This design comes from an exercise in tuning for small area on the open sky130 flow, not from production work.
At most, simulation tests tie the RTL to the original design; equivalence was not proved.

==> run B: inputs <==
Design can2matrix, start of the top module:
module can2matrix (
  input  wire        clk,
  input  wire        rst,           
  input  wire        host_we,
  input  wire [7:0]  host_addr,
  input  wire [7:0]  host_wdata,
  output reg  [7:0]  host_rdata,
  output wire        tx_valid,
  output wire        tx_bus,
  output wire [10:0] tx_id,
  output wire [3:0]  tx_dlc,
  output wire [63:0] tx_data,
  input  wire        tx_ready
);
clock: 10.0 ns
lec_check: 0
cap_margin: 20
core_margin: 2
core_utilization: 40
slew_margin: 20
run.sh (not shown) runs the stock make flow with config.mk's settings and CLKGATE_MAP_FILE= SYNTH_SCRIPT=/design/flow/synth_recipe.tcl, a recipe that flattens the netlist after the stock synthesis.
==> inputs of run K, as changes to run B <==
--- a/flow/design.v
+++ b/flow/design.v
@@ -42,19 +42,26 @@
   reg [3:0]  rx_dlc;
   reg [63:0] rx_data;
   reg [8:0]  err;
   reg [2:0]  q_cnt;
   reg [3:0]  q_kind;
   reg [3:0]  q_par;         
   reg [511:0] buf_mem;
   wire [7:0] rx_b0 = rx_data[7:0];
+  wire       wr_all;                        
   wire        q_busy = (q_cnt != 3'd0);
   wire [2:0]  rd_row = q_busy ? q_par[2:0] : cursor;
-  wire [63:0] row_bytes = buf_mem[rd_row*64 +: 64];
+  reg  [63:0] row_bytes;
+  integer r;
+  always @* begin
+    row_bytes = 64'd0;
+    for (r = 0; r < 8; r = r + 1)
+      row_bytes = row_bytes | (buf_mem[64*r +: 64] & {64{rd_row == r}});
+  end
   wire [3:0]  row_p1    = {1'b0, cursor} + 4'd1;
   wire        nc_last   = ({row_p1, 3'b000} >= buf_len);
   wire [3:0]  nc_len    = (nc_last && buf_len[2:0] != 3'd0) ? {1'b0, buf_len[2:0]} : 4'd8;
   wire [2:0]  nc_cursor = nc_last ? 3'd0 : row_p1[2:0];
   wire [7:0] w0      = host_wdata;
   wire       trigger = host_we && (host_addr == 8'h00);
   wire       s1z     = !(s1_b0 | s1_b1 | s1_hi);
   wire       s2z     = (cmd_stage2 == 8'd0);
@@ -252,17 +259,17 @@
             push_kind = K_CLOSE; push_n = 3'd1;
             n_lstate = L_IDLE; n_wait_cnt = 2'd0;
           end
           default: ;
         endcase
       end
     end
   end
-  wire       wr_all = rst | do_sreset;      
+  assign     wr_all = rst | do_sreset;
   wire       pop    = q_busy && tx_ready;
   wire [7:0] wdz    = host_wdata & {8{!(rst | trigger)}};
   reg [3:0] kind_next;
   always @* begin
     case (q_kind[2:0])
       3'd0: kind_next = K_WHEEL;
       3'd1: kind_next = K_ODO;
       3'd4: kind_next = K_DIM;
@@ -300,18 +307,23 @@
   always @(posedge clk) begin
     if (push_n != 3'd0) begin
       q_kind <= push_kind;
       q_par  <= (push_kind == K_CACK) ? rx_b0[3:0] + 4'd1 : {1'b0, cursor};
     end else if (pop) begin
       q_kind <= kind_next;
     end
   end
-  always @(posedge clk)
-    if (wr_all | chunk_we) chunk_data <= row_bytes & {64{!wr_all}};
+  reg chunk_vld;
+  always @(posedge clk) begin
+    if (wr_all) chunk_vld <= 1'b0;
+    else if (chunk_we) chunk_vld <= 1'b1;
+    if (chunk_we) chunk_data <= row_bytes;
+  end
+  wire [63:0] chunk_rd = chunk_data & {64{chunk_vld}};
   wire we_s = host_we | rst;
   always @(posedge clk) begin
     if (we_s && (rst || host_addr == 8'h00 || host_addr == 8'h01)) begin
       s1_b0 <= wdz[0]; s1_b1 <= wdz[1]; s1_hi <= |wdz[7:2];
     end
     if (we_s && (rst || host_addr == 8'h00 || host_addr == 8'h02)) cmd_stage2 <= wdz;
     if (we_s && (rst || host_addr == 8'h00 || host_addr == 8'h03)) cmd_stage3 <= wdz;
     if (wr_all || (host_we && host_addr == 8'h24)) rx_id[7:0]  <= wdz;
@@ -412,20 +424,20 @@
       8'h2A: host_rdata = rx_data[23:16];
       8'h2B: host_rdata = rx_data[31:24];
       8'h2C: host_rdata = rx_data[39:32];
       8'h2D: host_rdata = rx_data[47:40];
       8'h2E: host_rdata = rx_data[55:48];
       8'h2F: host_rdata = rx_data[63:56];
       8'h30: host_rdata = {4'd0, chunk_len};
       8'h31: host_rdata = {7'd0, chunk_last};
-      8'h38: host_rdata = chunk_data[7:0];
-      8'h39: host_rdata = chunk_data[15:8];
-      8'h3A: host_rdata = chunk_data[23:16];
-      8'h3B: host_rdata = chunk_data[31:24];
-      8'h3C: host_rdata = chunk_data[39:32];
-      8'h3D: host_rdata = chunk_data[47:40];
-      8'h3E: host_rdata = chunk_data[55:48];
-      8'h3F: host_rdata = chunk_data[63:56];
+      8'h38: host_rdata = chunk_rd[7:0];
+      8'h39: host_rdata = chunk_rd[15:8];
+      8'h3A: host_rdata = chunk_rd[23:16];
+      8'h3B: host_rdata = chunk_rd[31:24];
+      8'h3C: host_rdata = chunk_rd[39:32];
+      8'h3D: host_rdata = chunk_rd[47:40];
+      8'h3E: host_rdata = chunk_rd[55:48];
+      8'h3F: host_rdata = chunk_rd[63:56];
       default: host_rdata = 8'h00;
     endcase
   end
 endmodule
- CORE_UTILIZATION: 40 -> 60
- CTS_BUF_LIST: unset -> sky130_fd_sc_hd__clkbuf_4
- CTS_CLUSTER_SIZE: unset -> 30
==> inputs of run D, as changes to run B <==
--- a/flow/design.v
+++ b/flow/design.v
@@ -42,19 +42,26 @@
   reg [3:0]  rx_dlc;
   reg [63:0] rx_data;
   reg [8:0]  err;
   reg [2:0]  q_cnt;
   reg [3:0]  q_kind;
   reg [3:0]  q_par;         
   reg [511:0] buf_mem;
   wire [7:0] rx_b0 = rx_data[7:0];
+  wire       wr_all;                        
   wire        q_busy = (q_cnt != 3'd0);
   wire [2:0]  rd_row = q_busy ? q_par[2:0] : cursor;
-  wire [63:0] row_bytes = buf_mem[rd_row*64 +: 64];
+  reg  [63:0] row_bytes;
+  integer r;
+  always @* begin
+    row_bytes = 64'd0;
+    for (r = 0; r < 8; r = r + 1)
+      row_bytes = row_bytes | (buf_mem[64*r +: 64] & {64{rd_row == r}});
+  end
   wire [3:0]  row_p1    = {1'b0, cursor} + 4'd1;
   wire        nc_last   = ({row_p1, 3'b000} >= buf_len);
   wire [3:0]  nc_len    = (nc_last && buf_len[2:0] != 3'd0) ? {1'b0, buf_len[2:0]} : 4'd8;
   wire [2:0]  nc_cursor = nc_last ? 3'd0 : row_p1[2:0];
   wire [7:0] w0      = host_wdata;
   wire       trigger = host_we && (host_addr == 8'h00);
   wire       s1z     = !(s1_b0 | s1_b1 | s1_hi);
   wire       s2z     = (cmd_stage2 == 8'd0);
@@ -77,16 +84,25 @@
                    op_lreset | op_bclr | op_bapp | op_chunk | op_eclr | op_sreset;
   wire rx_bad    = rx_dlc[3] && (rx_dlc[2:0] != 3'd0);
   wire streaming = (lstate == L_INFO) || (lstate == L_WAIT);
   wire rx_has       = (rx_dlc != 4'd0);
   wire is_start_ack = rx_has && (rx_id == 11'h050) && (rx_b0 == 8'hC1);
   wire is_pre_ack   = rx_has && (rx_id == 11'h051) && (rx_b0 == 8'hC3);
   wire is_chunk_ack = rx_has && (rx_id == 11'h051) && (rx_b0 == {4'hB, seq});
   wire is_close     = rx_has && (rx_id == 11'h051) && (rx_b0[7:4] == 4'hA);
+  wire [10:0] wd_diff;
+  rc_add #(11) u_wd (.a(rx_data[42:32]), .b(~wheel_pulse), .cin(1'b1), .s(wd_diff));
+  wire [15:0] dm_x = dim_avg;
+  wire [15:0] dm_y = {4'd0, cmd_stage3, cmd_stage2[7:4]};
+  wire [15:0] dm_z = {4'hF, ~dim_avg[15:4]};
+  wire [15:0] dm_s = dm_x ^ dm_y ^ dm_z;
+  wire [15:0] dm_c = (dm_x & dm_y) | (dm_x & dm_z) | (dm_y & dm_z);
+  wire [15:0] dim_sum;
+  rc_add #(16) u_dim (.a(dm_s), .b({dm_c[14:0], 1'b1}), .cin(1'b0), .s(dim_sum));
   reg [1:0]  n_ign, n_gear;
   reg [7:0]  n_temperature;
   reg [15:1] n_speed;
   reg [13:0] n_rpm;
   reg [10:0] n_wheel_pulse, n_wheel_delta;
   reg [23:1] n_odometer;
   reg [15:0] n_dim_avg;
   reg        n_night_mode;
@@ -136,17 +152,17 @@
           else if (rx_b0[0]) n_ign = 2'd1;
           else               n_ign = 2'd0;
         end else if (rx_id == 11'h020) begin
           if (rx_dlc < 4'd7) n_err[3] = 1'b1;
           else begin
             n_gear        = rx_b0[1] ? 2'd2 : 2'd1;
             n_speed       = rx_data[30:16];
             n_wheel_pulse = rx_data[42:32];
-            n_wheel_delta = rx_data[42:32] - wheel_pulse;
+            n_wheel_delta = wd_diff;
             n_temperature = rx_data[55:48];
           end
         end else if (rx_id == 11'h030) begin
           if (rx_dlc < 4'd3) n_err[3] = 1'b1;
           else n_odometer = rx_data[22:0];
         end else if (rx_id == 11'h040) begin
           if (rx_dlc < 4'd2) n_err[3] = 1'b1;
           else n_rpm = rx_data[15:2];
@@ -168,17 +184,17 @@
           wait_inc = wait_cnt + 2'd1;
           n_wait_cnt = wait_inc;
           if (wait_inc == 2'd3) begin
             n_lstate = L_IDLE; n_seq = 4'd0; n_wait_cnt = 2'd0; n_cursor = 3'd0;
             n_err[8] = 1'b1;
           end
         end
       end else if (op_dim) begin
-        dim_next = {4'd0, cmd_stage3, cmd_stage2[7:4]} + dim_avg - {4'd0, dim_avg[15:4]};
+        dim_next = dim_sum;
         n_dim_avg = dim_next;
         if (!night_mode && dim_next[15:8] < 8'h40) n_night_mode = 1'b1;
         else if (night_mode && dim_next[15:8] > 8'h60) n_night_mode = 1'b0;
       end else if (op_enc) begin
         if (cmd_stage3[2:0] == 3'd2 && cmd_stage2[3:0] == 4'd0 && cmd_stage2[7] == 1'b0 &&
             cmd_stage2[6:4] != 3'd7) begin
           push_n = 3'd1;
           push_kind = {1'b0, cmd_stage2[6:4]};
@@ -252,17 +268,17 @@
             push_kind = K_CLOSE; push_n = 3'd1;
             n_lstate = L_IDLE; n_wait_cnt = 2'd0;
           end
           default: ;
         endcase
       end
     end
   end
-  wire       wr_all = rst | do_sreset;      
+  assign     wr_all = rst | do_sreset;
   wire       pop    = q_busy && tx_ready;
   wire [7:0] wdz    = host_wdata & {8{!(rst | trigger)}};
   reg [3:0] kind_next;
   always @* begin
     case (q_kind[2:0])
       3'd0: kind_next = K_WHEEL;
       3'd1: kind_next = K_ODO;
       3'd4: kind_next = K_DIM;
@@ -300,18 +316,23 @@
   always @(posedge clk) begin
     if (push_n != 3'd0) begin
       q_kind <= push_kind;
       q_par  <= (push_kind == K_CACK) ? rx_b0[3:0] + 4'd1 : {1'b0, cursor};
     end else if (pop) begin
       q_kind <= kind_next;
     end
   end
-  always @(posedge clk)
-    if (wr_all | chunk_we) chunk_data <= row_bytes & {64{!wr_all}};
+  reg chunk_vld;
+  always @(posedge clk) begin
+    if (wr_all) chunk_vld <= 1'b0;
+    else if (chunk_we) chunk_vld <= 1'b1;
+    if (chunk_we) chunk_data <= row_bytes;
+  end
+  wire [63:0] chunk_rd = chunk_data & {64{chunk_vld}};
   wire we_s = host_we | rst;
   always @(posedge clk) begin
     if (we_s && (rst || host_addr == 8'h00 || host_addr == 8'h01)) begin
       s1_b0 <= wdz[0]; s1_b1 <= wdz[1]; s1_hi <= |wdz[7:2];
     end
     if (we_s && (rst || host_addr == 8'h00 || host_addr == 8'h02)) cmd_stage2 <= wdz;
     if (we_s && (rst || host_addr == 8'h00 || host_addr == 8'h03)) cmd_stage3 <= wdz;
     if (wr_all || (host_we && host_addr == 8'h24)) rx_id[7:0]  <= wdz;
@@ -412,20 +433,36 @@
       8'h2A: host_rdata = rx_data[23:16];
       8'h2B: host_rdata = rx_data[31:24];
       8'h2C: host_rdata = rx_data[39:32];
       8'h2D: host_rdata = rx_data[47:40];
       8'h2E: host_rdata = rx_data[55:48];
       8'h2F: host_rdata = rx_data[63:56];
       8'h30: host_rdata = {4'd0, chunk_len};
       8'h31: host_rdata = {7'd0, chunk_last};
-      8'h38: host_rdata = chunk_data[7:0];
-      8'h39: host_rdata = chunk_data[15:8];
-      8'h3A: host_rdata = chunk_data[23:16];
-      8'h3B: host_rdata = chunk_data[31:24];
-      8'h3C: host_rdata = chunk_data[39:32];
-      8'h3D: host_rdata = chunk_data[47:40];
-      8'h3E: host_rdata = chunk_data[55:48];
-      8'h3F: host_rdata = chunk_data[63:56];
+      8'h38: host_rdata = chunk_rd[7:0];
+      8'h39: host_rdata = chunk_rd[15:8];
+      8'h3A: host_rdata = chunk_rd[23:16];
+      8'h3B: host_rdata = chunk_rd[31:24];
+      8'h3C: host_rdata = chunk_rd[39:32];
+      8'h3D: host_rdata = chunk_rd[47:40];
+      8'h3E: host_rdata = chunk_rd[55:48];
+      8'h3F: host_rdata = chunk_rd[63:56];
       default: host_rdata = 8'h00;
     endcase
   end
 endmodule
+module rc_add #(parameter W = 8) (
+  input  wire [W-1:0] a,
+  input  wire [W-1:0] b,
+  input  wire         cin,
+  output wire [W-1:0] s
+);
+  wire [W:0] c;
+  assign c[0] = cin;
+  genvar i;
+  generate
+    for (i = 0; i < W; i = i + 1) begin : g_bit
+      assign s[i]   = a[i] ^ b[i] ^ c[i];
+      assign c[i+1] = (a[i] & b[i]) | (c[i] & (a[i] ^ b[i]));
+    end
+  endgenerate
+endmodule
==> flow/flow/run.sh (new file) <==
#!/bin/bash
# Own flow: the standard layout, with these changes to how it is made:
#  - synthesis is the standard flow's synthesis script unchanged (same passes, registers,
#    flattening and renaming) except that Yosys's abc call maps the
#    combinational logic with an area-oriented ABC script (flow/area.abc)
#    instead of ORFS's delay-oriented one;
#  - ports are buffered with the smallest buffer (sky130_fd_sc_hd__buf_1);
#  - clock tree synthesis uses clkbuf_4 buffers in clusters of up to 10 sinks
#    and no dummy loads.
# Each step's full output goes to its own log file here.
set -euo pipefail
here=$(pwd)
export MY_ABC_SCRIPT="$here/flow/area.abc"
export BUFFER_PORTS_ARGS="-buffer_cell sky130_fd_sc_hd__buf_1"
export CTS_ARGS="-sink_clustering_enable -repair_clock_nets -dont_use_dummy_load -buf_list sky130_fd_sc_hd__clkbuf_4 -sink_clustering_size 10 -sink_clustering_max_diameter 40"

# synthesis script: synth_recipe.tcl with abc's -script argument replaced
{
  cat <<'EOT'
proc abc {args} {
  set i [lsearch -exact $args -script]
  if {$i >= 0} { set args [lreplace $args [expr {$i + 1}] [expr {$i + 1}] $::env(MY_ABC_SCRIPT)] }
  yosys abc {*}$args
}
EOT
  cat synth_recipe.tcl
} > synth_area.tcl
sed "s|SYNTH_SCRIPT=[^ ]*synth_recipe\.tcl|SYNTH_SCRIPT=$here/synth_area.tcl|" standard.sh > synth_area.sh
grep -q "SYNTH_SCRIPT=$here/synth_area.tcl" synth_area.sh
bash synth_area.sh synth > flow_synth.log 2>&1

for step in floorplan place cts route finish; do
  bash standard.sh "$step" > "flow_${step}.log" 2>&1
done
==> flow/flow/area.abc (new file) <==
strash
&get -n
&fraig -x
&put
scorr
dc2
strash
dch -f
amap -m -F 4 -A 8
topo
==> flow/standard.sh (new file) <==
#!/bin/bash
# synth_recipe.tcl (not shown) runs the flow's synth.tcl, then flattens the netlist and writes it again
# the make line also repeats each setting of config.mk as NAME=value (left out here)
make -C /OpenROAD-flow-scripts/flow DESIGN_CONFIG=/design/flow/config.mk WORK_HOME=/design/flow/orfs CLKGATE_MAP_FILE= SYNTH_SCRIPT=/design/flow/synth_recipe.tcl "${@:-finish}"
- CORE_UTILIZATION: 40 -> 50
removed: flow/run.sh
==> flow_metrics.env <==
export IMPL_outcome="complete, no violations"
export IMPL_combPwrFrac=0.299
export IMPL_fillers=8593
export IMPL_drive_above_1_share=0.1430
export IMPL_layout_min_cycle_time_ns=8.159
export IMPL_p_seq_frac=0.402
export IMPL_path_depth=9
export IMPL_cp_common_cell="clkdlybuf4s50_1"
export IMPL_dr_first_iter_drc_count=4277
export IMPL_drt_met1_wl_um=59510
export IMPL_wl_um=144700
export IMPL_synth_top_cell_area_share=0.5306
That was run B.
==> flow_metrics.env <==
export IMPL_outcome="complete, no violations"
export IMPL_dr_first_iter_drc_count=4154
export IMPL_yosysWarnings=1
export IMPL_layout_min_cycle_time_ns=8.186
export IMPL_synth_edf_count=682
export IMPL_fillers=5713
export IMPL_p_seq_frac=0.470
export IMPL_path_depth=13
export IMPL_cpMaxStageDelayCell="o22ai_1"
export IMPL_min_period_over_period=0.8186
export IMPL_syn_avg_cell_area_um2=13.07
export IMPL_crit_end="tx_data[15]"
export IMPL_drt_met1_wl_um=48520
export IMPL_regMostFlops="buf_mem"
export IMPL_seq_power_w=0.00412
export IMPL_wl_um=132600
export IMPL_synth_seq_cells=828
export IMPL_worst_slew_pin_slew_ns=1.316
export IMPL_drive_above_1_share=0.07464
export IMPL_combPwrFrac=0.347
That was run D.
==> flow_metrics.env <==
export IMPL_outcome="complete, no violations"
export IMPL_seq_power_w=0.00399
export IMPL_holdWs_ns=0.4670
export IMPL_fillers=3977
export IMPL_yosysWarnings=1
export IMPL_path_depth=12
export IMPL_p_sw_frac=0.2679
export IMPL_wl_um=156400
export IMPL_drt_met1_wl_um=51150
export IMPL_dr_first_iter_drc_count=5984
export IMPL_combPwrFrac=0.054
export IMPL_synth_top_cell_area_share=0.5528
export IMPL_p_clk_frac=0.399
export IMPL_p_seq_frac=0.547
export IMPL_drive_above_1_share=0.1295
export IMPL_cp_common_cell="inv_1"
export IMPL_final_common_cell="edfxtp_1"
export IMPL_maxPowerGroup="sequential cells"
export IMPL_layout_min_cycle_time_ns=8.913
export IMPL_syn_inst=3122
export IMPL_pg_clk_w=0.00291
That was run K.
Only the layout flow was run in run K; the RTL was not checked for function there.

port drivers added, routing unchanged:
No port has a modelled driver above. Below, the same layouts with a new extraction and two added sets of constraints.
Step 1 sets driving cells, clkbuf_16 on the clock port and buf_2 on the other inputs (assumed; they add their load-dependent delay and slew).
Step 2 moves the port delays by t, midway between the first and last clock arrival at a register: inputs arrive t later, outputs are due t later. That takes back most of the time a late clock gives input paths.
Slacks: no drivers / after step 1 / after step 2; pairs: no drivers / after step 1.
| run | t, ns | setup slack, ns | hold slack, ns |
|---|---|---|---|
| run B | 0.712 | 1.841 / 1.778 / 1.810 | 0.461 / 0.461 / 0.461 |
| run K | 1.135 | 1.087 / 1.023 / 1.862 | 0.467 / 0.467 / 0.467 |
| run D | 0.988 | 1.814 / 1.746 / 2.567 | 0.529 / 0.529 / 0.529 |
After both steps every run listed still meets setup and hold. The setup slack of run B, which loses most, moves by -0.063 ns with the drivers and by -0.031 ns with both steps.
